Source: an optimization exercise on an open RTL-to-GDS flow (aim: small area, a short achievable clock period and few clock cycles). Production flows keep margins and buffers that such runs may drop. Function was not checked in any run shown here: the RTL went through the layout flow alone.

$ cat flow/run.sh
#!/bin/bash
# synth_recipe.tcl (not shown) runs the flow's synth.tcl, then flattens the netlist and writes it again
# the make line also repeats each setting of config.mk as NAME=value (left out here)
make -C /OpenROAD-flow-scripts/flow DESIGN_CONFIG=/design/flow/config.mk WORK_HOME=/design/flow/orfs CLKGATE_MAP_FILE= SYNTH_SCRIPT=/design/flow/synth_recipe.tcl finish
$ cat flow/config.mk
export PLATFORM = sky130hd
export DESIGN_NAME = h1_codec
export DESIGN_NICKNAME = h1_codec
export VERILOG_FILES = /design/flow/design.v
export SDC_FILE = /design/flow/constraint.sdc
export NUM_CORES = 4
export LEC_CHECK = 0
export ABC_CLOCK_PERIOD_IN_PS = 2000
export CAP_MARGIN = 20
export CORE_MARGIN = 2
export CORE_UTILIZATION = 40
export PLACE_DENSITY = 0.6
export SETUP_SLACK_MARGIN = 2.5
export SLEW_MARGIN = 20
$ cat flow/constraint.sdc
create_clock -name core_clock -period 5.0 [get_ports {clk}]
set_input_delay 1.0000 -clock core_clock [delete_from_list [all_inputs] [get_ports {clk}]]
set_output_delay 1.0000 -clock core_clock [all_outputs]
set_load 0.01 [all_outputs]
$ cat flow/design.v
module h1_t32 (
    input  wire [31:0] y,
    output wire [31:0] t
);
    wire g0 = y[2] ^ y[7];
    wire g1 = y[0] ^ y[22];
    wire g2 = y[1] ^ y[23];
    wire g3 = y[3] ^ y[21];
    wire g4 = y[4] ^ g1;
    wire g5 = y[12] ^ y[28];
    wire g6 = y[25] ^ y[31];
    wire g7 = y[24] ^ y[29];
    wire g8 = y[11] ^ y[27];
    wire g9 = y[14] ^ y[30];
    wire g10 = y[10] ^ y[26];
    wire g11 = y[5] ^ y[8];
    wire g12 = y[6] ^ y[9];
    wire g13 = y[17] ^ g7;
    wire g14 = y[13] ^ y[18];
    wire g15 = y[15] ^ y[19];
    wire g16 = y[20] ^ g0;
    wire g17 = y[4] ^ y[24];
    wire g18 = y[16] ^ y[23];
    wire g19 = y[25] ^ g12;
    wire g20 = y[19] ^ y[29];
    wire g21 = y[7] ^ y[16];
    wire g22 = g2 ^ g10;
    wire g23 = y[26] ^ g14;
    wire g24 = g5 ^ g8;
    wire g25 = y[0] ^ g3;
    wire g26 = g6 ^ g9;
    wire g27 = g0 ^ g3;
    wire g28 = y[3] ^ y[10];
    wire g29 = y[17] ^ y[31];
    wire g30 = y[5] ^ y[15];
    wire g31 = y[9] ^ y[27];
    wire g32 = y[2] ^ y[20];
    wire g33 = y[2] ^ y[18];
    wire g34 = y[6] ^ g2;
    wire g35 = y[12] ^ g11;
    wire g36 = y[22] ^ g15;
    wire g37 = g6 ^ g24;
    wire g38 = y[30] ^ g23;
    wire g39 = y[11] ^ y[15];
    wire g40 = y[28] ^ y[31];
    wire g41 = y[5] ^ y[14];
    wire g42 = y[0] ^ y[13];
    wire g43 = y[5] ^ y[6];
    wire g44 = y[3] ^ y[26];
    wire g45 = y[3] ^ y[7];
    wire g46 = g18 ^ g32;
    wire g47 = y[30] ^ g8;
    wire g48 = y[14] ^ g11;
    wire g49 = y[27] ^ g20;
    wire g50 = g8 ^ g21;
    wire g51 = y[28] ^ g17;
    wire g52 = y[29] ^ g5;
    wire g53 = y[19] ^ g31;
    wire g54 = g30 ^ g33;
    wire g55 = y[8] ^ g40;
    wire g56 = y[13] ^ g9;
    wire g57 = g15 ^ g29;
    wire g58 = g12 ^ g18;
    wire g59 = g0 ^ g41;
    wire g60 = y[21] ^ g4;
    wire g61 = g13 ^ g19;
    wire g62 = y[25] ^ g13;
    wire g63 = y[11] ^ g4;
    wire g64 = g14 ^ g26;
    wire g65 = g4 ^ g57;
    wire g66 = g16 ^ g35;
    wire g67 = g13 ^ g56;
    wire g68 = y[16] ^ g16;
    wire g69 = g10 ^ g27;
    wire g70 = g34 ^ g68;
    wire g71 = y[8] ^ g38;
    assign t[0] = y[8] ^ g44 ^ g4 ^ g70;
    assign t[1] = y[17] ^ g2 ^ g11 ^ g17 ^ g31 ^ g27;
    assign t[2] = y[24] ^ y[28] ^ g11 ^ g28 ^ g33 ^ g4 ^ g19;
    assign t[3] = y[4] ^ y[5] ^ y[11] ^ g20 ^ g45 ^ g19 ^ g22;
    assign t[4] = y[6] ^ g10 ^ g17 ^ g47 ^ g66;
    assign t[5] = y[7] ^ y[13] ^ g11 ^ g12 ^ g25 ^ g37;
    assign t[6] = y[9] ^ y[14] ^ g28 ^ g42 ^ g46 ^ g52;
    assign t[7] = y[1] ^ y[4] ^ y[10] ^ g3 ^ g39 ^ g67;
    assign t[8] = y[12] ^ y[16] ^ g26 ^ g54 ^ g63;
    assign t[9] = y[13] ^ g65 ^ g66;
    assign t[10] = y[9] ^ g23 ^ g59 ^ g60;
    assign t[11] = y[27] ^ g28 ^ g34 ^ g36 ^ g48;
    assign t[12] = g39 ^ g16 ^ g51 ^ g58;
    assign t[13] = y[10] ^ g21 ^ g25 ^ g35 ^ g62;
    assign t[14] = y[1] ^ y[17] ^ g19 ^ g63 ^ g71;
    assign t[15] = y[12] ^ y[18] ^ y[31] ^ g22 ^ g53 ^ g59;
    assign t[16] = y[13] ^ g22 ^ g36 ^ g50 ^ g51;
    assign t[17] = g24 ^ g46 ^ g48 ^ g62;
    assign t[18] = y[15] ^ g5 ^ g25 ^ g38 ^ g61;
    assign t[19] = y[1] ^ g10 ^ g21 ^ g4 ^ g49 ^ g64;
    assign t[20] = y[3] ^ y[28] ^ g9 ^ g43 ^ g50 ^ g65;
    assign t[21] = g1 ^ g29 ^ g44 ^ g52 ^ g54;
    assign t[22] = y[22] ^ g16 ^ g49 ^ g71;
    assign t[23] = y[20] ^ y[23] ^ g9 ^ g25 ^ g53 ^ g55;
    assign t[24] = y[15] ^ g7 ^ g55 ^ g58 ^ g69;
    assign t[25] = g32 ^ g22 ^ g47 ^ g61;
    assign t[26] = y[18] ^ y[24] ^ y[30] ^ g37 ^ g69;
    assign t[27] = g20 ^ g42 ^ g37 ^ g70;
    assign t[28] = y[6] ^ g5 ^ g18 ^ g60 ^ g67;
    assign t[29] = y[7] ^ g1 ^ g2 ^ g30 ^ g13 ^ g64;
    assign t[30] = y[18] ^ y[20] ^ g17 ^ g45 ^ g26 ^ g36;
    assign t[31] = y[1] ^ g1 ^ g6 ^ g15 ^ g43 ^ g27;
endmodule
module h1_crc8 (
    input  wire [31:0] crc_in,
    input  wire [7:0]  data,
    output wire [31:0] crc_out
);
    wire [7:0] x = crc_in[7:0] ^ data;
    wire h0 = x[1] ^ x[7];
    wire h1 = x[0] ^ x[4];
    wire h2 = x[2] ^ x[3];
    wire h3 = x[5] ^ x[6];
    wire h4 = x[3] ^ x[4];
    wire h5 = x[1] ^ x[2];
    wire h6 = h2 ^ h3;
    wire h7 = x[6] ^ h0;
    wire h8 = x[2] ^ x[5];
    wire h9 = x[6] ^ x[7];
    wire h10 = x[0] ^ x[1];
    wire h11 = h1 ^ h2;
    wire h12 = x[0] ^ h3;
    wire h13 = h4 ^ h9;
    wire h14 = x[7] ^ h8;
    wire h15 = h0 ^ h4;
    wire h16 = h1 ^ h3;
    wire h17 = x[1] ^ h1;
    assign crc_out[0] = crc_in[8] ^ x[2];
    assign crc_out[1] = crc_in[9] ^ x[0] ^ x[3];
    assign crc_out[2] = crc_in[10] ^ h17;
    assign crc_out[3] = crc_in[11] ^ x[5] ^ h5;
    assign crc_out[4] = crc_in[12] ^ x[0] ^ x[6] ^ h2;
    assign crc_out[5] = crc_in[13] ^ h15;
    assign crc_out[6] = crc_in[14] ^ x[4] ^ x[5];
    assign crc_out[7] = crc_in[15] ^ h12;
    assign crc_out[8] = crc_in[16] ^ h7;
    assign crc_out[9] = crc_in[17] ^ x[7];
    assign crc_out[10] = crc_in[18] ^ x[2];
    assign crc_out[11] = crc_in[19] ^ x[3];
    assign crc_out[12] = crc_in[20] ^ h1;
    assign crc_out[13] = crc_in[21] ^ x[5] ^ h10;
    assign crc_out[14] = crc_in[22] ^ x[6] ^ h5;
    assign crc_out[15] = crc_in[23] ^ x[7] ^ h2;
    assign crc_out[16] = crc_in[24] ^ h11;
    assign crc_out[17] = crc_in[25] ^ x[3] ^ x[5] ^ h17;
    assign crc_out[18] = crc_in[26] ^ h5 ^ h16;
    assign crc_out[19] = crc_in[27] ^ h0 ^ h6;
    assign crc_out[20] = crc_in[28] ^ h13;
    assign crc_out[21] = crc_in[29] ^ x[4] ^ h14;
    assign crc_out[22] = crc_in[30] ^ h6;
    assign crc_out[23] = crc_in[31] ^ h13;
    assign crc_out[24] = h1 ^ h14;
    assign crc_out[25] = h10 ^ h6;
    assign crc_out[26] = h7 ^ h11;
    assign crc_out[27] = x[5] ^ h15;
    assign crc_out[28] = h16;
    assign crc_out[29] = h0 ^ h12;
    assign crc_out[30] = x[0] ^ h7;
    assign crc_out[31] = h0;
endmodule
module h1_codec (
    input  wire        clk,
    input  wire        rst,
    input  wire        cmd_valid,
    output wire        cmd_ready,
    input  wire [3:0]  cmd_code,
    input  wire        cmd_is_server,
    input  wire [2:0]  cmd_n,
    input  wire [15:0] cmd_len,
    input  wire [31:0] cmd_a,
    input  wire [31:0] cmd_b,
    input  wire        din_valid,
    output wire        din_ready,
    input  wire [31:0] din_data,
    output wire        rsp_valid,
    input  wire        rsp_ready,
    output wire [2:0]  rsp_status,
    output wire [31:0] rsp_data,
    output wire [31:0] rsp_data2,
    output wire [4:0]  rsp_info
);
    localparam [3:0] C_CFG_LOAD = 4'h1, C_CFG_READ = 4'h2, C_SEQ_DIST = 4'h5,
                     C_CRC_COMPUTE = 4'h6, C_CRC_VERIFY = 4'h7;
    localparam [2:0] ST_OK = 3'd0, ST_TRUNCATED = 3'd2, ST_INVALID = 3'd6,
                     ST_ILLEGAL = 3'd7;
    localparam [2:0] S_IDLE = 3'd0, S_DATA = 3'd1, S_EXEC = 3'd2,
                     S_RESP = 3'd3, S_PEND = 3'd4;
    reg        cfg_vld;
    reg        cfg_srv;
    reg [31:0] cfg_proto;
    reg [31:0] cfg_seed;
    reg [2:0]  cfg_len;
    reg [2:0]  state;
    reg        op_crc, op_ver, op_seq, op_load, op_read;
    reg [2:0]  nreg;         
    reg        drain;        
    reg [2:0]  err;
    reg [31:0] crc;
    reg [31:0] dreg;         
    reg        dvalid, dfull, dseed;
    reg [1:0]  dlane;        
    reg [15:0] rem_proc;     
    reg        ok_r;
    reg        rsp_valid_r, cmd_ready_r, din_ready_r;
    reg [2:0]  rsp_status_r;
    reg [4:0]  rsp_info_r;
    reg        sel_crc, sel_cfg, rsp_is_read;
    assign cmd_ready  = cmd_ready_r;
    assign din_ready  = din_ready_r;
    assign rsp_valid  = rsp_valid_r;
    assign rsp_status = rsp_status_r;
    assign rsp_info   = rsp_info_r;
    assign rsp_data   = ({32{sel_crc}} & ~crc) | ({32{sel_cfg}} & cfg_seed);
    assign rsp_data2  = {32{sel_cfg}} & cfg_proto;
    wire take     = cmd_valid & cmd_ready_r;
    wire rtake    = rsp_valid_r & rsp_ready;
    wire din_fire = din_valid & din_ready_r;
    wire i_load = (cmd_code == C_CFG_LOAD);
    wire i_read = (cmd_code == C_CFG_READ);
    wire i_seq  = (cmd_code == C_SEQ_DIST);
    wire i_crc  = (cmd_code == C_CRC_COMPUTE) || (cmd_code == C_CRC_VERIFY);
    wire i_ver  = (cmd_code == C_CRC_VERIFY);
    wire i_nbad = (cmd_n > 3'd4);
    wire i_short = (cmd_len[15:3] == 13'd0) && (cmd_len[2:0] < cmd_n);
    wire i_drain = i_ver && (i_nbad || i_short);
    wire [2:0] i_err = !i_ver ? ST_OK : i_nbad ? ST_INVALID : i_short ? ST_TRUNCATED : ST_OK;
    wire [2:0] i_status = i_load ? (i_nbad ? ST_INVALID : ST_OK) :
                          i_read ? ST_OK : ST_ILLEGAL;
    wire [4:0] cfg_info = {cfg_vld && (cfg_len != 3'd0), cfg_vld ? cfg_len : 3'd0,
                           cfg_vld && cfg_srv};
    wire [31:0] t32_out;
    h1_t32 u_t32 (.y(crc ^ dreg), .t(t32_out));
    wire [31:0] byte_out;
    h1_crc8 u_crc8 (.crc_in(crc), .data(dreg[7:0]), .crc_out(byte_out));
    wire        in_data  = (state == S_DATA) && dvalid;
    wire        full_now = in_data && dfull;
    wire        byte_now = in_data && !dfull;
    wire        cov_byte = byte_now && (rem_proc[2:0] > nreg);
    wire        trl_byte = byte_now && !(rem_proc[2:0] > nreg);
    wire [1:0]  trl_idx  = rem_proc[1:0] - 2'd1;
    wire [7:0]  crc_sel  = crc[8 * trl_idx +: 8];
    wire        trl_eq   = (dreg[7:0] == ~crc_sel);
    wire        ok_next  = ok_r && !(trl_byte && !trl_eq);
    wire        wdone    = full_now || (byte_now && ((dlane == 2'd3) || (rem_proc[2:0] == 3'd1)));
    wire [15:0] proc_dec4 = rem_proc - 16'd4;
    wire [15:0] proc_dec1 = rem_proc - 16'd1;
    wire        proc_gt4  = (rem_proc[15:3] != 13'd0) || (rem_proc[2:0] > 3'd4);
    wire [15:0] proc_nx   = (full_now && !dseed) ? (proc_gt4 ? proc_dec4 : 16'd0) :
                            byte_now ? proc_dec1 : rem_proc;
    wire [3:0]  nplus4    = {1'b0, nreg} + 4'd4;
    wire        next_full = drain || (proc_nx[15:4] != 12'd0) || (proc_nx[3:0] >= nplus4);
    wire        data_end  = in_data && wdone &&
                            (dseed ? (rem_proc == 16'd0) : dfull ? !proc_gt4 : (rem_proc[2:0] == 3'd1));
    wire [15:0] seq_d    = rem_proc - dreg[15:0];
    wire        seq_neg  = seq_d[15] && (seq_d[14:0] != 15'd0);
    wire        seq_zero = (seq_d == 16'd0);
    reg  [2:0]  state_nx;
    reg         dvalid_nx, dfull_nx;
    reg  [1:0]  dlane_nx;
    always @(*) begin
        state_nx = state;
        case (state)
            S_DATA: if (data_end) state_nx = S_RESP;
            S_EXEC: state_nx = S_RESP;
            S_RESP: if (rtake) state_nx = S_IDLE;
            S_PEND: if (rtake) state_nx = op_crc ? S_DATA : S_EXEC;
            default: ;
        endcase
        if (take) begin
            if (state == S_RESP && !rsp_ready)
                state_nx = S_PEND;
            else
                state_nx = i_crc ? S_DATA : i_seq ? S_EXEC : S_RESP;
        end
        dvalid_nx = dvalid && !wdone;
        dfull_nx  = dfull;
        dlane_nx  = byte_now ? dlane + 2'd1 : dlane;
        if (din_fire) begin
            dvalid_nx = 1'b1;
            dfull_nx  = next_full;
            dlane_nx  = 2'd0;
        end
        if (take) begin
            dvalid_nx = 1'b1;
            dfull_nx  = 1'b1;
            dlane_nx  = 2'd0;
        end
    end
    wire [2:0] held_nx  = (!dvalid_nx || (dseed && !din_fire) || take) ? 3'd0 :
                          dfull_nx ? 3'd4 : 3'd4 - {1'b0, dlane_nx};
    wire rem_load_nz_nx = take ? (cmd_len != 16'd0) :
                          ((proc_nx[15:3] != 13'd0) || (proc_nx[2:0] > held_nx));
    wire dnext_done     = !dvalid_nx || dfull_nx || (dlane_nx == 2'd3) ||
                          ((take ? 3'd0 : proc_nx[2:0]) == 3'd1);
    wire din_ready_nx   = (state_nx == S_DATA) && (take ? i_crc : 1'b1) &&
                          rem_load_nz_nx && dnext_done;
    always @(posedge clk) begin
        if (rst) begin
            cfg_vld      <= 1'b0;
            state        <= S_IDLE;
            crc          <= 32'hFFFFFFFF;
            dvalid       <= 1'b0;
            rsp_valid_r  <= 1'b0;
            cmd_ready_r  <= 1'b0;
            din_ready_r  <= 1'b0;
        end else begin
            state       <= state_nx;
            dvalid      <= dvalid_nx;
            rsp_valid_r <= (state_nx == S_RESP) || (state_nx == S_PEND);
            din_ready_r <= din_ready_nx;
            if (take && i_load && !i_nbad) begin
                cfg_vld <= 1'b1;
            end
            if (rtake)
                crc <= 32'hFFFFFFFF;
            else if (full_now && !drain)
                crc <= t32_out;
            else if (cov_byte && !drain)
                crc <= byte_out;
            else if (state == S_EXEC && op_seq)
                crc <= ~{{16{seq_neg}}, seq_d};
            if (state == S_DATA && data_end) begin
                rsp_status_r <= err;
                rsp_info_r   <= {4'd0, op_ver && (err == ST_OK) && ok_next};
                sel_crc      <= !op_ver;
                sel_cfg      <= 1'b0;
                rsp_is_read  <= 1'b0;
            end
            if (state == S_EXEC) begin
                rsp_status_r <= op_load ? ((nreg > 3'd4) ? ST_INVALID : ST_OK) :
                                (op_read || op_seq) ? ST_OK : ST_ILLEGAL;
                rsp_info_r   <= op_read ? cfg_info :
                                op_seq ? {2'b00, seq_neg, seq_zero, !seq_neg && !seq_zero} : 5'd0;
                sel_crc      <= op_seq;
                sel_cfg      <= op_read && cfg_vld;
                rsp_is_read  <= op_read;
            end
            if (take && !(state == S_RESP && !rsp_ready) && !i_crc && !i_seq) begin
                rsp_status_r <= i_status;
                rsp_info_r   <= i_read ? cfg_info : 5'd0;
                sel_crc      <= 1'b0;
                sel_cfg      <= i_read && cfg_vld;
                rsp_is_read  <= i_read;
            end
            cmd_ready_r <= (state_nx == S_IDLE) ||
                           ((state_nx == S_RESP) && !(
                               (state == S_EXEC) ? op_read :
                               (state == S_DATA) ? 1'b0 :
                               (take ? i_read : rsp_is_read)));
        end
        if (take && i_load && !i_nbad) begin
            cfg_srv   <= cmd_is_server;
            cfg_proto <= cmd_b;
            cfg_seed  <= cmd_a;
            cfg_len   <= cmd_n;
        end
        if (take) begin
            op_crc   <= i_crc;
            op_ver   <= i_ver;
            op_seq   <= i_seq;
            op_load  <= i_load;
            op_read  <= i_read;
            nreg     <= (i_crc && !i_ver) ? 3'd0 : cmd_n;
            drain    <= i_drain;
            err      <= i_err;
            ok_r     <= 1'b1;
            dreg     <= cmd_a;
            dseed    <= 1'b1;
            rem_proc <= i_seq ? cmd_b[15:0] : cmd_len;
        end else begin
            if (state == S_DATA) begin
                rem_proc <= proc_nx;
                ok_r     <= ok_next;
            end
            if (din_fire) begin
                dreg  <= din_data;
                dseed <= 1'b0;
            end else if (byte_now) begin
                dreg  <= dreg >> 8;
            end
        end
        dfull <= dfull_nx;
        dlane <= dlane_nx;
    end
endmodule
==> results of run 1 <==
## cell families after synthesis
kind of cell,Yosys count,synth area share
flip-flops,183,0.397
XOR/XNOR,321,0.223
buffers and inverters,90,0.0273
multiplexers,37,0.0373
AND/OR/NAND/NOR,362,0.139
adder cells (fa/ha/maj),35,0.0351
AO/OA/AOI/OAI,289,0.141
## cells in the mapped netlist (all sizes together) (3+ instances only)
cell type  number  area, um2
xnor2         266       2350
nand2         140        526
edfxtp        138       4140
o21ai         120        612
nor2           73        274
a21oi          56        284
xor2           55        482
clkbuf         47        176
dfxtp          45        901
and2           37        234
inv            37        139
ha             34        425
mux2i          27        270
nor3           21        115
nand3          16       80.1
a31oi          15       93.8
a211oi         11       82.6
o22ai          11       68.8
and3           10       62.6
nor4           10       83.8
or3            10       62.6
a22o            9       78.8
nand2b          9       56.3
mux4            8        180
nor2b           8       50.1
o211ai          8       60.1
o221ai          8       70.1
a21o            6       45.0
a211o           5       43.8
nand4           5       31.3
o31ai           5       37.5
or2             5       31.3
or4             5       45.0
a221oi          4       35.0
buf             4       23.8
nor3b           3       22.5
o21a            3       22.5
o31a            3       26.3
o41ai           3       26.3
## through the flow
step	setup WS (ns)	cell area, um2
6_report	0.793	18900
5_1_grt	0.676	18900
4_1_cts	0.660	17500
3_5_place_dp	0.434	15500
3_3_place_gp	0.540	15500
2_1_floorplan	0.730	12900
## tightest hold or removal path, cell delays in order, from the launching register on
cell	delay, ns
dfxtp_1	0.32
nor2_1	0.10
nor2_1	0.05
## metal layers
metal / vias up / wire (um) / track usage
li1: 5338 / - / -
met1: 5681 / 21400 / 0.412
met2: 633 / 23300 / 0.471
met3: 121 / 4610 / 0.0589
met4: 0 / 2010 / 0.116
met5: - / 0 / 0
## worst paths after layout
check              start           to  slack, ns  cells after the start
min reg2reg      cfg_vld      cfg_vld       0.51                      2
max reg2reg  rem_proc[9]  din_ready_r       0.79                     17
min              cfg_vld      cfg_vld       0.51                      2
max          rem_proc[9]  din_ready_r       0.79                     17
## registers in the layout (all words and copies together), names as in the netlist, 2 cells and up
name          flops
rsp_status_r      3
cfg_seed         32
dlane             2
err               2
rem_proc         16
cfg_proto        32
dreg             32
nreg              3
crc              32
rsp_info_r        5
state             3
cfg_len           3
## layout make-up
type / count / area (um2) / area share
multi-input cells: 1046 / 9020 / 0.477
clock inverters: 15 / 201 / 0.0107
well taps: 402 / 503 / 0.0266
inverters: 39 / 160 / 0.00847
flip-flops and latches: 183 / 5050 / 0.267
clock buffers: 17 / 425 / 0.0225
repair inverters: 3 / 20.0 / 0.00106
repair buffers: 350 / 3520 / 0.186
## what timing repair did
item / in CTS / in global routing
endpoints found under the setup margin: 273 / 186
gates cloned: 10 / 4
gates resized for setup: 500 / 235
pin swaps: 36 / 61
buffers inserted: 72 / 35
==> reports/results.ini, run 1 <==
[worst_setup_path]
critical_path_class=reg2reg
cp-start-kind=flop
crit_buf_inv=2
worstPathCellList=or4_4, or4_4, buf_6, o21ai_4, and2_4, o31ai_1, or4_4, nor4_4, buf_4, a21oi_4, nand3b_1, ha_4, a21o_1, a21oi_2, a31oi_1, o2bb2ai_1, a21oi_1
path_max_fanout=7
slowest_stage=or4_4
arrival_ns=4.59
endpoint_kind=flop
cpLargestDelayFamily=simple AND/OR/NAND/NOR gates
required_ns=5.38
path_common_cell=or4_4
cpPeakStageDelay_ns=0.56

[synthesis]
ys_warn_count=1
synth.distinct_cells=79
syn_area_um2=12700
synthCells=1317
synth_top_flop_cell=edfxtp_1
async_reset_ff_frac=0
synth_edf_count=138
ys_seq_area_frac=0.397
syn_avg_cell_area_um2=9.64
syn-num-nets=1477
ys_ff_latch=183

[clock_tree]
path_clk_slew_ns=0.08
cts_tree=done
cts_max_path_buffers=2
cts_root_buffer=clkbuf_16
ctsHoldBuffers=0
numCtsBuffers=17
clk-insertion-delay-late_ns=0.46
cts.sinks=183
cts.htree.levels=4

[floorplanning]
die_w_um=182
fp-row-count=65
die_area_um2=33200
die_h_um=182
core_um2=31400
ios=200
start_util=0.404

[final_layout]
final_cell_mix=xnor2_1, edfxtp_1, clkdlybuf4s50_1
diodes=0
stdcell_count=2055
final_nets=1800
fillCellCount=2635
layout_commonest_cell=xnor2_1
area_growth_pct=48.9
drive_above_1_share=0.320
fin_util=0.602

[min_path]
hold_class=reg2reg

[route]
routed_wl_um=51300
first_pass_iters=5
drc_errors=0
wl_per_cell_um=25.0
drt_iter0_markers=1263
antenna_left=0
vias_per_cell=5.73
vias=11773

[global_routing]
overflow=0
track_usage=0.301
antenna_found_initial=0
grt_pass1_wl_um=73700
grt_max_degree=81
grt_pass1_vias=11505

[timing]
setup_tns_ns=0
fmax_mhz=238
hold_violations=0
timing.hold.ws_ns=0.510
finalCriticalPeriod_ns=4.21
setup_viol=0
rsz0062_at_grt=yes
max-slew-margin-rel=0.485
maxSlewViolCount=0
fin_crit_sh=0.841
worst_pin_slew_ns=0.773
fin_skew_ns=0.0165

[place]
portBuffers=199
gp_congestion=0.962
dp.cells=1902
dpl.hpwl_um=35900

[run]
maxCapViolCount=0

[run_status]
status=timing/DRC/antenna clean

==> inputs of run 2 (changes only) <==
--- a/flow/design.v
+++ b/flow/design.v
@@ -208,4 +208,8 @@
     reg [15:0] rem_proc;     
     reg        ok_r;
+    reg        c_full;       
+    reg        c_byte;       
+    reg        c_trl;        
+    reg        c_seq;        
     reg        rsp_valid_r, cmd_ready_r, din_ready_r;
     reg [2:0]  rsp_status_r;
@@ -235,32 +239,35 @@
     wire [4:0] cfg_info = {cfg_vld && (cfg_len != 3'd0), cfg_vld ? cfg_len : 3'd0,
                            cfg_vld && cfg_srv};
+    wire direct = (state != S_RESP) || rsp_ready;    
     wire [31:0] t32_out;
     h1_t32 u_t32 (.y(crc ^ dreg), .t(t32_out));
     wire [31:0] byte_out;
     h1_crc8 u_crc8 (.crc_in(crc), .data(dreg[7:0]), .crc_out(byte_out));
-    wire        in_data  = (state == S_DATA) && dvalid;
-    wire        full_now = in_data && dfull;
-    wire        byte_now = in_data && !dfull;
-    wire        cov_byte = byte_now && (rem_proc[2:0] > nreg);
-    wire        trl_byte = byte_now && !(rem_proc[2:0] > nreg);
     wire [1:0]  trl_idx  = rem_proc[1:0] - 2'd1;
     wire [7:0]  crc_sel  = crc[8 * trl_idx +: 8];
     wire        trl_eq   = (dreg[7:0] == ~crc_sel);
-    wire        ok_next  = ok_r && !(trl_byte && !trl_eq);
+    wire        ok_next  = ok_r && !(c_trl && !trl_eq);
+    wire        in_data  = (state == S_DATA) && dvalid;
+    wire        full_now = in_data && dfull;
+    wire        byte_now = in_data && !dfull;
     wire        wdone    = full_now || (byte_now && ((dlane == 2'd3) || (rem_proc[2:0] == 3'd1)));
-    wire [15:0] proc_dec4 = rem_proc - 16'd4;
-    wire [15:0] proc_dec1 = rem_proc - 16'd1;
-    wire        proc_gt4  = (rem_proc[15:3] != 13'd0) || (rem_proc[2:0] > 3'd4);
-    wire [15:0] proc_nx   = (full_now && !dseed) ? (proc_gt4 ? proc_dec4 : 16'd0) :
-                            byte_now ? proc_dec1 : rem_proc;
-    wire [3:0]  nplus4    = {1'b0, nreg} + 4'd4;
-    wire        next_full = drain || (proc_nx[15:4] != 12'd0) || (proc_nx[3:0] >= nplus4);
-    wire        data_end  = in_data && wdone &&
-                            (dseed ? (rem_proc == 16'd0) : dfull ? !proc_gt4 : (rem_proc[2:0] == 3'd1));
+    wire        hi_nz    = (rem_proc[15:4] != 12'd0);
+    wire [3:0]  lo       = rem_proc[3:0];
+    wire        proc_gt4 = hi_nz || (lo > 4'd4);
+    wire        dec4     = full_now && !dseed;
+    wire [3:0]  dec      = dec4 ? 4'd4 : byte_now ? 4'd1 : 4'd0;
+    wire [15:0] proc_nx  = dec4 ? (proc_gt4 ? rem_proc - 16'd4 : 16'd0) :
+                           byte_now ? rem_proc - 16'd1 : rem_proc;
+    wire [3:0]  lo_nx    = lo - dec;
+    wire [4:0]  full_thr = {2'd0, nreg} + 5'd4 + {1'b0, dec};
+    wire        next_full = drain || hi_nz || ({1'b0, lo} >= full_thr);
+    wire        data_end = in_data && wdone &&
+                           (dseed ? (!hi_nz && lo == 4'd0) : dfull ? !proc_gt4 : (lo[2:0] == 3'd1));
     wire [15:0] seq_d    = rem_proc - dreg[15:0];
-    wire        seq_neg  = seq_d[15] && (seq_d[14:0] != 15'd0);
-    wire        seq_zero = (seq_d == 16'd0);
+    wire        seq_ne   = (rem_proc[14:0] != dreg[14:0]);
+    wire        seq_neg  = seq_d[15] && seq_ne;
+    wire        seq_zero = !seq_ne && (rem_proc[15] == dreg[15]);
     reg  [2:0]  state_nx;
-    reg         dvalid_nx, dfull_nx;
+    reg         dvalid_nx, dfull_nx, dseed_nx;
     reg  [1:0]  dlane_nx;
     always @(*) begin
@@ -274,5 +281,5 @@
         endcase
         if (take) begin
-            if (state == S_RESP && !rsp_ready)
+            if (!direct)
                 state_nx = S_PEND;
             else
@@ -281,8 +288,10 @@
         dvalid_nx = dvalid && !wdone;
         dfull_nx  = dfull;
+        dseed_nx  = dseed;
         dlane_nx  = byte_now ? dlane + 2'd1 : dlane;
         if (din_fire) begin
             dvalid_nx = 1'b1;
             dfull_nx  = next_full;
+            dseed_nx  = 1'b0;
             dlane_nx  = 2'd0;
         end
@@ -290,15 +299,18 @@
             dvalid_nx = 1'b1;
             dfull_nx  = 1'b1;
+            dseed_nx  = 1'b1;
             dlane_nx  = 2'd0;
         end
     end
-    wire [2:0] held_nx  = (!dvalid_nx || (dseed && !din_fire) || take) ? 3'd0 :
-                          dfull_nx ? 3'd4 : 3'd4 - {1'b0, dlane_nx};
-    wire rem_load_nz_nx = take ? (cmd_len != 16'd0) :
-                          ((proc_nx[15:3] != 13'd0) || (proc_nx[2:0] > held_nx));
-    wire dnext_done     = !dvalid_nx || dfull_nx || (dlane_nx == 2'd3) ||
-                          ((take ? 3'd0 : proc_nx[2:0]) == 3'd1);
-    wire din_ready_nx   = (state_nx == S_DATA) && (take ? i_crc : 1'b1) &&
-                          rem_load_nz_nx && dnext_done;
+    wire       drain_nx = take ? i_drain : drain;
+    wire [2:0] nreg_nx  = take ? ((i_crc && !i_ver) ? 3'd0 : cmd_n) : nreg;
+    wire       dat_nx   = (state_nx == S_DATA) && dvalid_nx;
+    wire       cov_nx   = (lo_nx > {1'b0, nreg});
+    wire [3:0] held_nx  = (!dvalid_nx || dseed_nx) ? 4'd0 :
+                          dfull_nx ? 4'd4 : 4'd4 - {2'd0, dlane_nx};
+    wire [4:0] need_thr = {1'b0, held_nx} + {1'b0, dec};
+    wire       need_nx  = take ? (cmd_len != 16'd0) : (hi_nz || ({1'b0, lo} > need_thr));
+    wire       dnext_done = !dvalid_nx || dfull_nx || (dlane_nx == 2'd3) || (lo_nx[2:0] == 3'd1);
+    wire       din_ready_nx = (state_nx == S_DATA) && need_nx && dnext_done;
     always @(posedge clk) begin
         if (rst) begin
@@ -310,4 +322,8 @@
             cmd_ready_r  <= 1'b0;
             din_ready_r  <= 1'b0;
+            c_full       <= 1'b0;
+            c_byte       <= 1'b0;
+            c_trl        <= 1'b0;
+            c_seq        <= 1'b0;
         end else begin
             state       <= state_nx;
@@ -315,4 +331,8 @@
             rsp_valid_r <= (state_nx == S_RESP) || (state_nx == S_PEND);
             din_ready_r <= din_ready_nx;
+            c_full      <= dat_nx && dfull_nx && !drain_nx;
+            c_byte      <= dat_nx && !dfull_nx && cov_nx;
+            c_trl       <= dat_nx && !dfull_nx && !cov_nx;
+            c_seq       <= (state_nx == S_EXEC) && (take ? i_seq : op_seq);
             if (take && i_load && !i_nbad) begin
                 cfg_vld <= 1'b1;
@@ -320,11 +340,11 @@
             if (rtake)
                 crc <= 32'hFFFFFFFF;
-            else if (full_now && !drain)
+            else if (c_full)
                 crc <= t32_out;
-            else if (cov_byte && !drain)
+            else if (c_byte)
                 crc <= byte_out;
-            else if (state == S_EXEC && op_seq)
+            else if (c_seq)
                 crc <= ~{{16{seq_neg}}, seq_d};
-            if (state == S_DATA && data_end) begin
+            if (data_end) begin
                 rsp_status_r <= err;
                 rsp_info_r   <= {4'd0, op_ver && (err == ST_OK) && ok_next};
@@ -342,5 +362,5 @@
                 rsp_is_read  <= op_read;
             end
-            if (take && !(state == S_RESP && !rsp_ready) && !i_crc && !i_seq) begin
+            if (take && direct && !i_crc && !i_seq) begin
                 rsp_status_r <= i_status;
                 rsp_info_r   <= i_read ? cfg_info : 5'd0;
@@ -367,10 +387,7 @@
             op_load  <= i_load;
             op_read  <= i_read;
-            nreg     <= (i_crc && !i_ver) ? 3'd0 : cmd_n;
-            drain    <= i_drain;
             err      <= i_err;
             ok_r     <= 1'b1;
             dreg     <= cmd_a;
-            dseed    <= 1'b1;
             rem_proc <= i_seq ? cmd_b[15:0] : cmd_len;
         end else begin
@@ -379,12 +396,13 @@
                 ok_r     <= ok_next;
             end
-            if (din_fire) begin
-                dreg  <= din_data;
-                dseed <= 1'b0;
-            end else if (byte_now) begin
-                dreg  <= dreg >> 8;
-            end
+            if (din_fire)
+                dreg <= din_data;
+            else if (byte_now)
+                dreg <= dreg >> 8;
         end
+        nreg  <= nreg_nx;
+        drain <= drain_nx;
         dfull <= dfull_nx;
+        dseed <= dseed_nx;
         dlane <= dlane_nx;
     end
==> reports/results.ini, run 2 <==
[synthesis]
synth.distinct_cells=82
synthTopCellsByArea=edfxtp_1, xnor2_1, dfxtp_1
synth_largest_area_cell=edfxtp_1
synthMuxAreaShare=0.0468
synth_top_family_by_area=XOR/XNOR gates
ys_warn_count=1
ys_ff_latch=187
synthAdderAreaFrac=0.0459
synth-compound-area-share=0.141
synth_edf_count=136
syn_avg_cell_area_um2=10.3
synth_top_flop_cell=edfxtp_1
ys_seq_area_frac=0.385
syn_area_um2=13300
yosysMostFrequentCell=xnor2_1
synth.top_cell.area_share=0.308
syn-num-nets=1458
synthCells=1285
async_reset_ff_frac=0
synth_xor_area_frac=0.238
synth_simple_gate_area_share=0.107
yosys-top-cells-count=xnor2_1, edfxtp_1, nand2_1

[timing]
rsz0062_at_grt=yes
setup_viol=0
fin_skew_ns=0.0143
maxSlewViolCount=0
max-slew-margin-rel=0.264
fin_crit_sh=0.907
worst_pin_slew_ns=1.10
fmax_mhz=220
timing.hold.ws_ns=0.466
hold_violations=0
finalCriticalPeriod_ns=4.54
setup_tns_ns=0

[worst_setup_path]
regToRegSetupSlack_ns=0.46
startpoint=state[0]
r2r-start=state[0]
path_max_fanout=3
endpoint=din_ready_r
cp-start-kind=flop
critical_path_class=reg2reg
arrival_ns=4.87
endpoint_kind=flop
r2r_end=din_ready_r
required_ns=5.34
reg2reg_depth=23

[clock_tree]
cts.sinks=187
clk-insertion-delay-late_ns=0.46
cts.htree.levels=4
cts_max_path_buffers=2
cts_root_buffer=clkbuf_16
numCtsBuffers=17
ctsHoldBuffers=0
cts_tree=done
path_clk_slew_ns=0.08

[final_layout]
multiInputGateArea_um2=9900
diodes=0
finalInstanceArea_um2=21100
area_growth_pct=58.8
fillCellCount=2436
layout_commonest_cell=xnor2_1
final_cell_mix=xnor2_1, buf_4, edfxtp_1
fin_util=0.646
drive_above_1_share=0.410
final_nets=1886
ff_latch_area_um2=5130

[floorplanning]
start_util=0.406
die_w_um=186
die_h_um=186
core_um2=32600
die_area_um2=34600
ios=200
fp-row-count=66

[place]
portBuffers=199
gp_congestion=0.939
placed_cell_area_um2=15900
dpl.hpwl_um=32800

[route]
vias_per_cell=5.77
vias=12510
routed_wl_um=52900
drc_errors=0
antenna_left=0
drt_iter0_markers=1472
first_pass_iters=6
wl_per_cell_um=24.4

[run_status]
status=timing/DRC/antenna clean

[global_routing]
track_usage=0.286
antenna_found_initial=1
grt_max_degree=60
grt_pass1_wl_um=72800
overflow=0
grt_pass1_vias=11601

[min_path]
hold-path-cell-count=2
hold_class=reg2reg

[run]
maxCapViolCount=0

-- run 2: cell types whose count changed in the layout (fill, tap and decap cells not counted), sizes merged, moves of 9 or more --
cell,before,now
inv,45,54
a31oi,15,5
buf,212,328
xor2,55,66
nand2,140,112
xnor3,0,23
o21ai,120,102
mux2i,27,44
ha,34,47
xnor2,266,218
nor2,73,44
-- run 2: worst max-delay path, cell delays in order, from the launching register on --
cell and delay, ns:
dfxtp_2 0.33, or2b_4 0.28, nand4bb_4 0.25, ha_4 0.31, inv_2 0.04, ha_4 0.25, inv_2 0.04, ha_4 0.19
a21o_1 0.17, a21o_1 0.15, a2111o_1 0.42, a211oi_4 0.31, and3_4 0.25, ha_4 0.14, ha_4 0.21, inv_4 0.05
ha_4 0.19, nor2b_1 0.12, o21a_1 0.17, o21a_1 0.18, o21ai_1 0.12, a21oi_1 0.07, a21oi_1 0.13, a211oi_1 0.06
-- run 2: cell type report --
class | count | area share
well taps | 442 | 0.0263
clock inverters | 15 | 0.00927
repair inverters | 1 | 0.000356
repair buffers | 465 | 0.220
inverters | 49 | 0.00998
flip-flops and latches | 187 | 0.244
clock buffers | 17 | 0.0202
multi-input cells | 992 | 0.470
-- run 2: repair_timing --
action | in CTS | in global routing
pin swaps | 74 | 77
hold endpoints to repair | 0 | 0
gates cloned | 10 | 6
setup buffers | 143 | 83
gates resized for setup | 576 | 296
endpoints found under the setup margin | 231 | 254
-- run 2: metal layers --
| metal | part of all wire | track usage | vias up |
|---|---|---|---|
| met5 | 0.00025 | 0 | - |
| met4 | 0.032 | 0.0794 | 2 |
| met3 | 0.10 | 0.0518 | 142 |
| met2 | 0.46 | 0.443 | 769 |
| met1 | 0.41 | 0.410 | 6123 |
| li1 | - | - | 5474 |
-- run 2: through the flow --
step                      setup slack (ns)  instances
after floorplan                      0.581       1285
final                                0.465       2168
after detailed placement             0.238       1894
after global routing                 0.303       2168
after CTS                            0.473       2079
after global placement               0.252       1894
-- run 2: cells by family after synthesis --
| logic type | count (synthesis) |
|---|---|
| AOI/OAI and AO/OA | 294 |
| xor gates and xnor gates | 312 |
| adders and majority gates | 48 |
| buffers and inverters | 109 |
| DFF | 187 |
| muxes | 52 |
| and+or+nand+nor | 283 |
-- run 2: worst min-delay path by stage --
stage | from | endpoint
2_1_floorplan | ok_r | ok_r
3_3_place_gp | ok_r | ok_r
3_5_place_dp | ok_r | ok_r
4_1_cts | ok_r | ok_r
5_1_grt | ok_r | ok_r
6_report | ok_r | ok_r
==> inputs of run 3 (changes only) <==
--- a/flow/design.v
+++ b/flow/design.v
@@ -190,6 +190,4 @@
     localparam [2:0] ST_OK = 3'd0, ST_TRUNCATED = 3'd2, ST_INVALID = 3'd6,
                      ST_ILLEGAL = 3'd7;
-    localparam [2:0] S_IDLE = 3'd0, S_DATA = 3'd1, S_EXEC = 3'd2,
-                     S_RESP = 3'd3, S_PEND = 3'd4;
     reg        cfg_vld;
     reg        cfg_srv;
@@ -197,13 +195,14 @@
     reg [31:0] cfg_seed;
     reg [2:0]  cfg_len;
-    reg [2:0]  state;
+    reg        s_idle, s_data, s_exec, s_resp, s_pend;
     reg        op_crc, op_ver, op_seq, op_load, op_read;
     reg [2:0]  nreg;         
     reg        drain;        
     reg [2:0]  err;
-    reg [31:0] crc;
+    reg [31:0] crc_n;
     reg [31:0] dreg;         
     reg        dvalid, dfull, dseed;
     reg [1:0]  dlane;        
+    reg [15:0] rem_load;     
     reg [15:0] rem_proc;     
     reg        ok_r;
@@ -215,5 +214,5 @@
     reg [2:0]  rsp_status_r;
     reg [4:0]  rsp_info_r;
-    reg        sel_crc, sel_cfg, rsp_is_read;
+    reg        sel_cfg, rsp_is_read;
     assign cmd_ready  = cmd_ready_r;
     assign din_ready  = din_ready_r;
@@ -221,5 +220,5 @@
     assign rsp_status = rsp_status_r;
     assign rsp_info   = rsp_info_r;
-    assign rsp_data   = ({32{sel_crc}} & ~crc) | ({32{sel_cfg}} & cfg_seed);
+    assign rsp_data   = crc_n;
     assign rsp_data2  = {32{sel_cfg}} & cfg_proto;
     wire take     = cmd_valid & cmd_ready_r;
@@ -239,5 +238,8 @@
     wire [4:0] cfg_info = {cfg_vld && (cfg_len != 3'd0), cfg_vld ? cfg_len : 3'd0,
                            cfg_vld && cfg_srv};
-    wire direct = (state != S_RESP) || rsp_ready;    
+    wire [31:0] cfg_seed_v = cfg_vld ? cfg_seed : 32'd0;
+    wire i_len_nz = (cmd_len != 16'd0);
+    wire direct = !s_resp || rsp_ready;
+    wire [31:0] crc = ~crc_n;
     wire [31:0] t32_out;
     h1_t32 u_t32 (.y(crc ^ dreg), .t(t32_out));
@@ -245,14 +247,13 @@
     h1_crc8 u_crc8 (.crc_in(crc), .data(dreg[7:0]), .crc_out(byte_out));
     wire [1:0]  trl_idx  = rem_proc[1:0] - 2'd1;
-    wire [7:0]  crc_sel  = crc[8 * trl_idx +: 8];
-    wire        trl_eq   = (dreg[7:0] == ~crc_sel);
+    wire [7:0]  crc_sel  = crc_n[8 * trl_idx +: 8];
+    wire        trl_eq   = (dreg[7:0] == crc_sel);
     wire        ok_next  = ok_r && !(c_trl && !trl_eq);
-    wire        in_data  = (state == S_DATA) && dvalid;
-    wire        full_now = in_data && dfull;
-    wire        byte_now = in_data && !dfull;
-    wire        wdone    = full_now || (byte_now && ((dlane == 2'd3) || (rem_proc[2:0] == 3'd1)));
+    wire        full_now = s_data && dvalid && dfull;
+    wire        byte_now = s_data && dvalid && !dfull;
     wire        hi_nz    = (rem_proc[15:4] != 12'd0);
     wire [3:0]  lo       = rem_proc[3:0];
     wire        proc_gt4 = hi_nz || (lo > 4'd4);
+    wire        wdone    = full_now || (byte_now && ((dlane == 2'd3) || (lo[2:0] == 3'd1)));
     wire        dec4     = full_now && !dseed;
     wire [3:0]  dec      = dec4 ? 4'd4 : byte_now ? 4'd1 : 4'd0;
@@ -261,61 +262,45 @@
     wire [3:0]  lo_nx    = lo - dec;
     wire [4:0]  full_thr = {2'd0, nreg} + 5'd4 + {1'b0, dec};
-    wire        next_full = drain || hi_nz || ({1'b0, lo} >= full_thr);
-    wire        data_end = in_data && wdone &&
+    wire        nf_full  = drain || hi_nz || ({1'b0, lo} >= full_thr);
+    wire        data_end = s_data && dvalid && wdone &&
                            (dseed ? (!hi_nz && lo == 4'd0) : dfull ? !proc_gt4 : (lo[2:0] == 3'd1));
+    wire        load_nz  = (rem_load != 16'd0);
+    wire        load_gt4 = (rem_load[15:3] != 13'd0) || (rem_load[2:0] > 3'd4);
+    wire [15:0] load_nx  = load_gt4 ? rem_load - 16'd4 : 16'd0;
+    wire        dvalid_n = dvalid && !wdone;
+    wire [1:0]  dlane_n  = byte_now ? dlane + 2'd1 : dlane;
+    wire        cov_n    = (lo_nx > {1'b0, nreg});      
+    wire        dat_n    = s_data && !data_end && dvalid_n;
+    wire        c_full_n = dat_n && dfull && !drain;
+    wire        c_byte_n = dat_n && !dfull && cov_n;
+    wire        c_trl_n  = dat_n && !dfull && !cov_n;
+    wire        c_full_f = nf_full && !drain;
+    wire        c_byte_f = !nf_full && cov_n;
+    wire        c_trl_f  = !nf_full && !cov_n;
+    wire        wdone_nn = !dvalid_n || (dfull || (dlane_n == 2'd3) || (lo_nx[2:0] == 3'd1));
+    wire        rdy_n    = s_data && !data_end && load_nz && wdone_nn;
+    wire        rdy_f    = load_gt4 && nf_full;
     wire [15:0] seq_d    = rem_proc - dreg[15:0];
     wire        seq_ne   = (rem_proc[14:0] != dreg[14:0]);
     wire        seq_neg  = seq_d[15] && seq_ne;
     wire        seq_zero = !seq_ne && (rem_proc[15] == dreg[15]);
-    reg  [2:0]  state_nx;
-    reg         dvalid_nx, dfull_nx, dseed_nx;
-    reg  [1:0]  dlane_nx;
-    always @(*) begin
-        state_nx = state;
-        case (state)
-            S_DATA: if (data_end) state_nx = S_RESP;
-            S_EXEC: state_nx = S_RESP;
-            S_RESP: if (rtake) state_nx = S_IDLE;
-            S_PEND: if (rtake) state_nx = op_crc ? S_DATA : S_EXEC;
-            default: ;
-        endcase
-        if (take) begin
-            if (!direct)
-                state_nx = S_PEND;
-            else
-                state_nx = i_crc ? S_DATA : i_seq ? S_EXEC : S_RESP;
-        end
-        dvalid_nx = dvalid && !wdone;
-        dfull_nx  = dfull;
-        dseed_nx  = dseed;
-        dlane_nx  = byte_now ? dlane + 2'd1 : dlane;
-        if (din_fire) begin
-            dvalid_nx = 1'b1;
-            dfull_nx  = next_full;
-            dseed_nx  = 1'b0;
-            dlane_nx  = 2'd0;
-        end
-        if (take) begin
-            dvalid_nx = 1'b1;
-            dfull_nx  = 1'b1;
-            dseed_nx  = 1'b1;
-            dlane_nx  = 2'd0;
-        end
-    end
-    wire       drain_nx = take ? i_drain : drain;
-    wire [2:0] nreg_nx  = take ? ((i_crc && !i_ver) ? 3'd0 : cmd_n) : nreg;
-    wire       dat_nx   = (state_nx == S_DATA) && dvalid_nx;
-    wire       cov_nx   = (lo_nx > {1'b0, nreg});
-    wire [3:0] held_nx  = (!dvalid_nx || dseed_nx) ? 4'd0 :
-                          dfull_nx ? 4'd4 : 4'd4 - {2'd0, dlane_nx};
-    wire [4:0] need_thr = {1'b0, held_nx} + {1'b0, dec};
-    wire       need_nx  = take ? (cmd_len != 16'd0) : (hi_nz || ({1'b0, lo} > need_thr));
-    wire       dnext_done = !dvalid_nx || dfull_nx || (dlane_nx == 2'd3) || (lo_nx[2:0] == 3'd1);
-    wire       din_ready_nx = (state_nx == S_DATA) && need_nx && dnext_done;
+    wire go_n     = s_pend && rsp_ready;            
+    wire t_direct = take && direct;
+    wire s_data_nx = t_direct ? i_crc :
+                     (s_data && !data_end) || (go_n && op_crc);
+    wire s_exec_nx = t_direct ? i_seq : (go_n && !op_crc);
+    wire s_pend_nx = (take && !direct) || (s_pend && !rsp_ready);
+    wire s_resp_nx = t_direct ? !i_crc && !i_seq :
+                     !take && ((s_data && data_end) || s_exec || (s_resp && !rsp_ready));
+    wire s_idle_nx = !take && ((s_idle) || (s_resp && rsp_ready));
     always @(posedge clk) begin
         if (rst) begin
             cfg_vld      <= 1'b0;
-            state        <= S_IDLE;
-            crc          <= 32'hFFFFFFFF;
+            s_idle       <= 1'b1;
+            s_data       <= 1'b0;
+            s_exec       <= 1'b0;
+            s_resp       <= 1'b0;
+            s_pend       <= 1'b0;
+            crc_n        <= 32'd0;
             dvalid       <= 1'b0;
             rsp_valid_r  <= 1'b0;
@@ -327,51 +312,90 @@
             c_seq        <= 1'b0;
         end else begin
-            state       <= state_nx;
-            dvalid      <= dvalid_nx;
-            rsp_valid_r <= (state_nx == S_RESP) || (state_nx == S_PEND);
-            din_ready_r <= din_ready_nx;
-            c_full      <= dat_nx && dfull_nx && !drain_nx;
-            c_byte      <= dat_nx && !dfull_nx && cov_nx;
-            c_trl       <= dat_nx && !dfull_nx && !cov_nx;
-            c_seq       <= (state_nx == S_EXEC) && (take ? i_seq : op_seq);
-            if (take && i_load && !i_nbad) begin
-                cfg_vld <= 1'b1;
+            s_idle      <= s_idle_nx;
+            s_data      <= s_data_nx;
+            s_exec      <= s_exec_nx;
+            s_resp      <= s_resp_nx;
+            s_pend      <= s_pend_nx;
+            rsp_valid_r <= s_resp_nx || s_pend_nx;
+            if (take)
+                dvalid <= 1'b1;
+            else if (din_fire)
+                dvalid <= 1'b1;
+            else
+                dvalid <= dvalid_n;
+            if (take) begin
+                c_full <= t_direct && i_crc;
+                c_byte <= 1'b0;
+                c_trl  <= 1'b0;
+            end else if (din_fire) begin
+                c_full <= c_full_f;
+                c_byte <= c_byte_f;
+                c_trl  <= c_trl_f;
+            end else if (go_n) begin
+                c_full <= op_crc && !drain;
+                c_byte <= 1'b0;
+                c_trl  <= 1'b0;
+            end else begin
+                c_full <= c_full_n;
+                c_byte <= c_byte_n;
+                c_trl  <= c_trl_n;
             end
-            if (rtake)
-                crc <= 32'hFFFFFFFF;
+            c_seq <= t_direct ? i_seq : (go_n && op_seq);
+            if (take)
+                din_ready_r <= t_direct && i_crc && i_len_nz;
+            else if (din_fire)
+                din_ready_r <= rdy_f;
+            else if (go_n)
+                din_ready_r <= op_crc && load_nz;
+            else
+                din_ready_r <= rdy_n;
+            if (take && i_load && !i_nbad)
+                cfg_vld <= 1'b1;
+            if (t_direct && i_read)
+                crc_n <= cfg_seed_v;
+            else if (rtake)
+                crc_n <= 32'd0;
+            else if (data_end && op_ver)
+                crc_n <= 32'd0;
             else if (c_full)
-                crc <= t32_out;
+                crc_n <= ~t32_out;
             else if (c_byte)
-                crc <= byte_out;
+                crc_n <= ~byte_out;
             else if (c_seq)
-                crc <= ~{{16{seq_neg}}, seq_d};
+                crc_n <= {{16{seq_neg}}, seq_d};
+            else if (s_exec && op_read)
+                crc_n <= cfg_seed_v;
             if (data_end) begin
                 rsp_status_r <= err;
                 rsp_info_r   <= {4'd0, op_ver && (err == ST_OK) && ok_next};
-                sel_crc      <= !op_ver;
                 sel_cfg      <= 1'b0;
                 rsp_is_read  <= 1'b0;
             end
-            if (state == S_EXEC) begin
+            if (s_exec) begin
                 rsp_status_r <= op_load ? ((nreg > 3'd4) ? ST_INVALID : ST_OK) :
                                 (op_read || op_seq) ? ST_OK : ST_ILLEGAL;
                 rsp_info_r   <= op_read ? cfg_info :
                                 op_seq ? {2'b00, seq_neg, seq_zero, !seq_neg && !seq_zero} : 5'd0;
-                sel_crc      <= op_seq;
                 sel_cfg      <= op_read && cfg_vld;
                 rsp_is_read  <= op_read;
             end
-            if (take && direct && !i_crc && !i_seq) begin
+            if (t_direct && !i_crc && !i_seq) begin
                 rsp_status_r <= i_status;
                 rsp_info_r   <= i_read ? cfg_info : 5'd0;
-                sel_crc      <= 1'b0;
                 sel_cfg      <= i_read && cfg_vld;
                 rsp_is_read  <= i_read;
             end
-            cmd_ready_r <= (state_nx == S_IDLE) ||
-                           ((state_nx == S_RESP) && !(
-                               (state == S_EXEC) ? op_read :
-                               (state == S_DATA) ? 1'b0 :
-                               (take ? i_read : rsp_is_read)));
+            if (take)
+                cmd_ready_r <= t_direct && !i_crc && !i_seq && !i_read;
+            else if (s_data)
+                cmd_ready_r <= data_end;
+            else if (s_exec)
+                cmd_ready_r <= !op_read;
+            else if (s_resp)
+                cmd_ready_r <= rsp_ready || !rsp_is_read;
+            else if (s_idle)
+                cmd_ready_r <= 1'b1;
+            else
+                cmd_ready_r <= 1'b0;
         end
         if (take && i_load && !i_nbad) begin
@@ -388,22 +412,29 @@
             op_read  <= i_read;
             err      <= i_err;
+            nreg     <= (i_crc && !i_ver) ? 3'd0 : cmd_n;
+            drain    <= i_drain;
             ok_r     <= 1'b1;
             dreg     <= cmd_a;
+            dfull    <= 1'b1;
+            dseed    <= 1'b1;
+            dlane    <= 2'd0;
+            rem_load <= cmd_len;
             rem_proc <= i_seq ? cmd_b[15:0] : cmd_len;
         end else begin
-            if (state == S_DATA) begin
+            if (s_data) begin
                 rem_proc <= proc_nx;
                 ok_r     <= ok_next;
             end
-            if (din_fire)
-                dreg <= din_data;
-            else if (byte_now)
-                dreg <= dreg >> 8;
+            if (din_fire) begin
+                dreg     <= din_data;
+                dfull    <= nf_full;
+                dseed    <= 1'b0;
+                dlane    <= 2'd0;
+                rem_load <= load_nx;
+            end else if (byte_now) begin
+                dreg     <= dreg >> 8;
+                dlane    <= dlane + 2'd1;
+            end
         end
-        nreg  <= nreg_nx;
-        drain <= drain_nx;
-        dfull <= dfull_nx;
-        dseed <= dseed_nx;
-        dlane <= dlane_nx;
     end
 endmodule
--- a/flow/config.mk
+++ b/flow/config.mk
@@ -6,9 +6,7 @@
 export NUM_CORES = 4
 export LEC_CHECK = 0
-export ABC_CLOCK_PERIOD_IN_PS = 2000
 export CAP_MARGIN = 20
 export CORE_MARGIN = 2
 export CORE_UTILIZATION = 40
 export PLACE_DENSITY = 0.6
-export SETUP_SLACK_MARGIN = 2.5
 export SLEW_MARGIN = 20
==> reports/results.ini, run 3 <==
[min_path]
hold_start=ok_r
hold_class=reg2reg

[synthesis]
ys_ff_latch=204
synthTopCellsByArea=edfxtp_1, xnor2_1, dfxtp_1
ys_seq_area_frac=0.394
syn_area_um2=14300
synth_edf_count=153
syn_avg_cell_area_um2=10.2
synth.distinct_cells=78
yosysMostFrequentCell=xnor2_1
synth_largest_area_cell=edfxtp_1
synth.top_cell.area_share=0.322
async_reset_ff_frac=0
yosys-top-cells-count=xnor2_1, edfxtp_1, nand2_1
syn-num-nets=1564
synthCells=1399
synth_top_flop_cell=edfxtp_1
ys_warn_count=1

[run_status]
status=timing/DRC/antenna clean

[worst_setup_path]
required_ns=5.36
arrival_ns=4.38
cp-start-kind=flop
r2r-start=rem_proc[0]
startpoint=rem_proc[0]
endpoint_kind=flop
regToRegSetupSlack_ns=0.98
critical_path_class=reg2reg
path_max_fanout=12

[timing]
setup_viol=0
fin_skew_ns=0.0138
fin_ws_ns=0.982
finalCriticalPeriod_ns=4.02
maxSlewViolCount=0
timing.hold.ws_ns=0.467
fmax_mhz=249
worst_pin_slew_ns=1.11
fin_crit_sh=0.804
rsz0062_at_grt=no
max-slew-margin-rel=0.260
hold_violations=0
setup_tns_ns=0

[route]
routed_wl_um=51100
first_pass_iters=5
antenna_left=0
vias_per_cell=5.71
vias=11818
wl_per_cell_um=24.7
drc_errors=0
drt_iter0_markers=1363

[final_layout]
area_growth_pct=24.7
finalInstanceArea_um2=17800
final_cell_mix=xnor2_1, clkdlybuf4s50_1, edfxtp_1
layout_commonest_cell=xnor2_1
fin_util=0.504
stdcell_count=2071
drive_above_1_share=0.0733
fillCellCount=3291
diodes=0
final_nets=1757

[clock_tree]
cts.sinks=204
numCtsBuffers=24
cts.htree.levels=1
clk-insertion-delay-late_ns=0.53
path_clk_slew_ns=0.07
cts_tree=done
cts_max_path_buffers=3
cts_root_buffer=clkbuf_16
ctsResizeCount=0
post-cts-setup-buffers=0
ctsHoldBuffers=0

[floorplanning]
core_um2=35300
die_w_um=193
die_area_um2=37200
fp-row-count=69
die_h_um=193
start_util=0.404
ios=200

[place]
dpl.hpwl_um=38900
dp.cells=2026
portBuffers=199
gp_congestion=0.976
placed_cell_area_um2=16800
preCtsSetupSlack_ns=0.905

[global_routing]
grt_pass1_wl_um=74100
overflow=0
grt_max_degree=80
grt_pass1_vias=11333
antenna_found_initial=0
track_usage=0.271

[run]
maxCapViolCount=0

[run 3: cell families (layout without fill, tap and decap cells)]
group,count (synthesis),count (layout),share of synthesized area
buffers and inverters,100,311,0.0268
muxes,50,50,0.0424
xor gates and xnor gates,326,326,0.236
adders and majority gates,40,40,0.0356
DFF,204,204,0.394
and+or+nand+nor,383,383,0.131
AOI/OAI and AO/OA,296,296,0.134
[run 3: path summary, 6_finish.rpt]
path               end  cells after the start
max          crc_n[14]                     12
min               ok_r                      2
max reg2reg  crc_n[14]                     12
min reg2reg       ok_r                      2
[run 3: layout make-up]
class                   count  area (um2)  area share
well taps                 461         577      0.0324
flip-flops and latches    204        5620       0.316
inverters                  40         150     0.00844
clock buffers              27         633      0.0356
repair buffers            227        2220       0.125
clock inverters            17         295      0.0166
multi-input cells        1095        8300       0.467
[run 3: worst max-delay path, cell delays in order (launching register included)]
cell,delay (ns)
edfxtp_1,0.69
inv_1,0.34
ha_1,0.21
inv_1,0.06
fa_1,0.40
a21o_1,0.22
a221oi_1,0.62
o31ai_1,0.18
a31oi_1,0.23
mux2i_1,0.30
a211oi_1,0.11
a2111oi_0,0.41
nor3_1,0.09
[run 3: per-layer routing]
metal | wire [um] | vias up | track usage | part of all wire
met5 | 0 | - | 0 | 0
met4 | 1100 | 0 | 0.0675 | 0.021
met3 | 4630 | 70 | 0.0529 | 0.091
met2 | 22700 | 562 | 0.408 | 0.44
met1 | 22700 | 5748 | 0.398 | 0.44
li1 | - | 5438 | - | -
==> inputs of run 4 (changes only) <==
--- a/flow/config.mk
+++ b/flow/config.mk
@@ -6,7 +6,9 @@
 export NUM_CORES = 4
 export LEC_CHECK = 0
+export ABC_CLOCK_PERIOD_IN_PS = 2000
 export CAP_MARGIN = 20
 export CORE_MARGIN = 2
 export CORE_UTILIZATION = 40
 export PLACE_DENSITY = 0.6
+export SETUP_SLACK_MARGIN = 2.8
 export SLEW_MARGIN = 20
==> reports/results.ini, run 4 <==
[route]
routed_wl_um=58100
vias=13171
antenna_left=0
drt_iter0_markers=1552
vias_per_cell=5.84
drc_errors=0
wl_per_cell_um=25.8
first_pass_iters=6

[final_layout]
ff_latch_area_um2=5730
drive_above_1_share=0.314
area_growth_pct=46.9
stdcell_count=2254
layout_commonest_cell=xnor2_1
final_nets=1939
fillCellCount=2870
finalInstanceArea_um2=21000
final_cell_mix=xnor2_1, edfxtp_1, buf_4
multiInputGateArea_um2=9630

[worst_setup_path]
reg2reg_depth=11
r2r_end=crc_n[20]
endpoint_kind=flop
cpPeakStageDelay_ns=0.57
worstPathCellList=ha_4, a21o_1, a211o_1, o211a_1, or4_4, a31oi_4, buf_12, buf_16, a221oi_2, a211oi_2, nor3_2
regToRegSetupSlack_ns=1.89
required_ns=5.38
slowest_stage=or4_4
arrival_ns=3.48
critical_path_class=reg2reg
cp-start-kind=flop
r2r-start=rem_proc[4]
path_max_fanout=6

[timing]
fin_crit_sh=0.621
setup_tns_ns=0
fin_ws_ns=1.89
fin_skew_ns=0.0251
finalCriticalPeriod_ns=3.11
worst_pin_slew_ns=1.11
max-slew-margin-rel=0.257
rsz0062_at_grt=yes
fmax_mhz=322
timing.hold.ws_ns=0.486
setup_viol=0
maxSlewViolCount=0
hold_violations=0

[clock_tree]
cts_tree=done
ctsHoldBuffers=0
cts.sinks=204
clk-insertion-delay-late_ns=0.53
path_clk_slew_ns=0.07
numCtsBuffers=23
cts.htree.levels=1
cts_max_path_buffers=3
cts_root_buffer=clkbuf_16

[synthesis]
synth.distinct_cells=78
synthTopCellsByArea=edfxtp_1, xnor2_1, dfxtp_1
synth_edf_count=153
async_reset_ff_frac=0
ys_seq_area_frac=0.394
syn_area_um2=14300
syn_avg_cell_area_um2=10.2
ys_warn_count=1
syn-num-nets=1564
synth.top_cell.area_share=0.322
synth_largest_area_cell=edfxtp_1
synth_top_flop_cell=edfxtp_1
synthCells=1399
ys_ff_latch=204
yosys-top-cells-count=xnor2_1, edfxtp_1, nand2_1
yosysMostFrequentCell=xnor2_1

[global_routing]
grt_pass1_vias=12775
antenna_found_initial=2
grt_max_degree=46
overflow=0
track_usage=0.304
grt_pass1_wl_um=83200

[run_status]
status=timing/DRC/antenna clean

[min_path]
hold-path-cell-count=2
hold_class=reg2reg
hold_end=ok_r
hold_start=ok_r

[place]
dp.cells=2022
placed_cell_area_um2=17000
portBuffers=199
gp_congestion=0.939
dpl.hpwl_um=38700
preCtsSetupSlack_ns=0.545

[floorplanning]
start_util=0.404
die_area_um2=37200
ios=200
core_um2=35300
fp-row-count=69
die_w_um=193
die_h_um=193

[run]
maxCapViolCount=0

## run 4: changes by cell type in the layout (fill, tap and decap cells not counted), moves of 19 or more
| cell | before | now |
|---|---|---|
| and2_1 | 40 | 5 |
| and2_4 | 0 | 36 |
| buf_12 | 0 | 19 |
| buf_4 | 27 | 132 |
| buf_6 | 0 | 70 |
| clkdlybuf4s15_1 | 0 | 20 |
| clkdlybuf4s50_1 | 198 | 113 |
| dfxtp_1 | 51 | 14 |
| dfxtp_4 | 0 | 26 |
| xnor2_1 | 220 | 194 |
## run 4: worst max path at each step
stage                start         to  slack [ns]  depth (start not counted)
2_1_floorplan  cmd_code[3]  crc_n[12]        2.07                         11
3_3_place_gp   cmd_code[2]  crc_n[31]        0.70                         10
3_5_place_dp   cmd_code[2]  crc_n[31]        0.54                         10
4_1_cts        rem_proc[0]  crc_n[14]        1.99                         13
5_1_grt        rem_proc[4]  crc_n[20]        1.84                         11
6_report       rem_proc[4]  crc_n[20]        1.89                         11
## run 4: what timing repair did
item | 4_1_cts | 5_1_grt
gates resized for setup | 501 | 134
setup endpoints to repair | 332 | 213
cloned | 21 | 0
pin swaps | 81 | 44
buffers inserted | 133 | 34
endpoints found under the hold margin | 0 | 0
## run 4: cell families (layout without fill, tap and decap cells)
| logic type | count (synthesis) | in the layout | share of synthesized area |
|---|---|---|---|
| AO/OA/AOI/OAI | 296 | 298 | 0.134 |
| XOR/XNOR | 326 | 326 | 0.236 |
| adder cells (fa/ha/maj) | 40 | 40 | 0.0356 |
| buffers and inverters | 100 | 481 | 0.0268 |
| flip-flops | 204 | 204 | 0.394 |
| multiplexers | 50 | 50 | 0.0424 |
| other | 0 | 2 | 0 |
| AND/OR/NAND/NOR | 383 | 392 | 0.131 |
## run 4: cell type report
type,instances,share of cell area
Clock buffer,30,0.0287
Inverter,40,0.00896
Clock inverter,12,0.00932
Antenna cell,2,0.000239
Timing Repair inverter,1,0.000418
Sequential cell,204,0.273
Tap cell,461,0.0275
Timing Repair Buffer,398,0.192
Multi-Input combinational cell,1106,0.460
## run 4: worst max-delay path: cells and delay by family (launching register included)
family / cells / cell delay, ns
buf+inv: 2 / 0.27
compound gates: 6 / 1.31
flops: 1 / 0.48
fa+ha+maj: 1 / 0.26
simple gates: 2 / 0.64
## run 4: layer usage
layer	part of all wire	GRT usage
met1	0.41	0.413
met2	0.45	0.474
met3	0.10	0.0700
met4	0.039	0.111
met5	0.00022	0
## run 4: per-stage QoR
step / utilization
2_1_floorplan: -
3_5_place_dp: 0.481
5_1_grt: 0.593
3_3_place_gp: 0.481
6_report: 0.593
4_1_cts: 0.572

==> port drivers added, routing unchanged <==
The results above use ideal ports. As a check the final layouts listed here were re-extracted and re-timed, cells and wires unchanged. Step 1 sets driving cells, clkbuf_16 on the clock port and buf_2 on the other inputs (assumed; they add their load-dependent delay and slew). Step 2 adds t to the input delays and takes it off the output delays; t is the mean of the earliest and latest rising clock arrival at the registers after step 1. Input paths then give back, and output paths get back, about the clock's delay inside the block. Three values: ideal, step 1, step 2; two values: the first two.
| run | shift t [ns] | setup WS [ns] | hold slack, ns | slew at the worst register clock pin (ns) |
|---|---|---|---|---|
| run 1 | 0.508 | 0.793 / 0.793 / 0.793 | 0.510 / 0.510 / 0.510 | 0.09 / 0.09 |
| run 2 | 0.507 | 0.465 / 0.465 / 0.465 | 0.466 / 0.466 / 0.466 | 0.09 / 0.09 |
| run 3 | 0.568 | 0.982 / 0.982 / 0.770 | 0.467 / 0.467 / 0.467 | 0.07 / 0.07 |
| run 4 | 0.567 | 1.894 / 1.894 / 1.698 | 0.486 / 0.486 / 0.486 | 0.07 / 0.07 |
After both steps setup and hold are still met in every run listed. The setup slack of run 3, which loses most, moves by 0.000 ns with the drivers and by -0.212 ns with both steps.
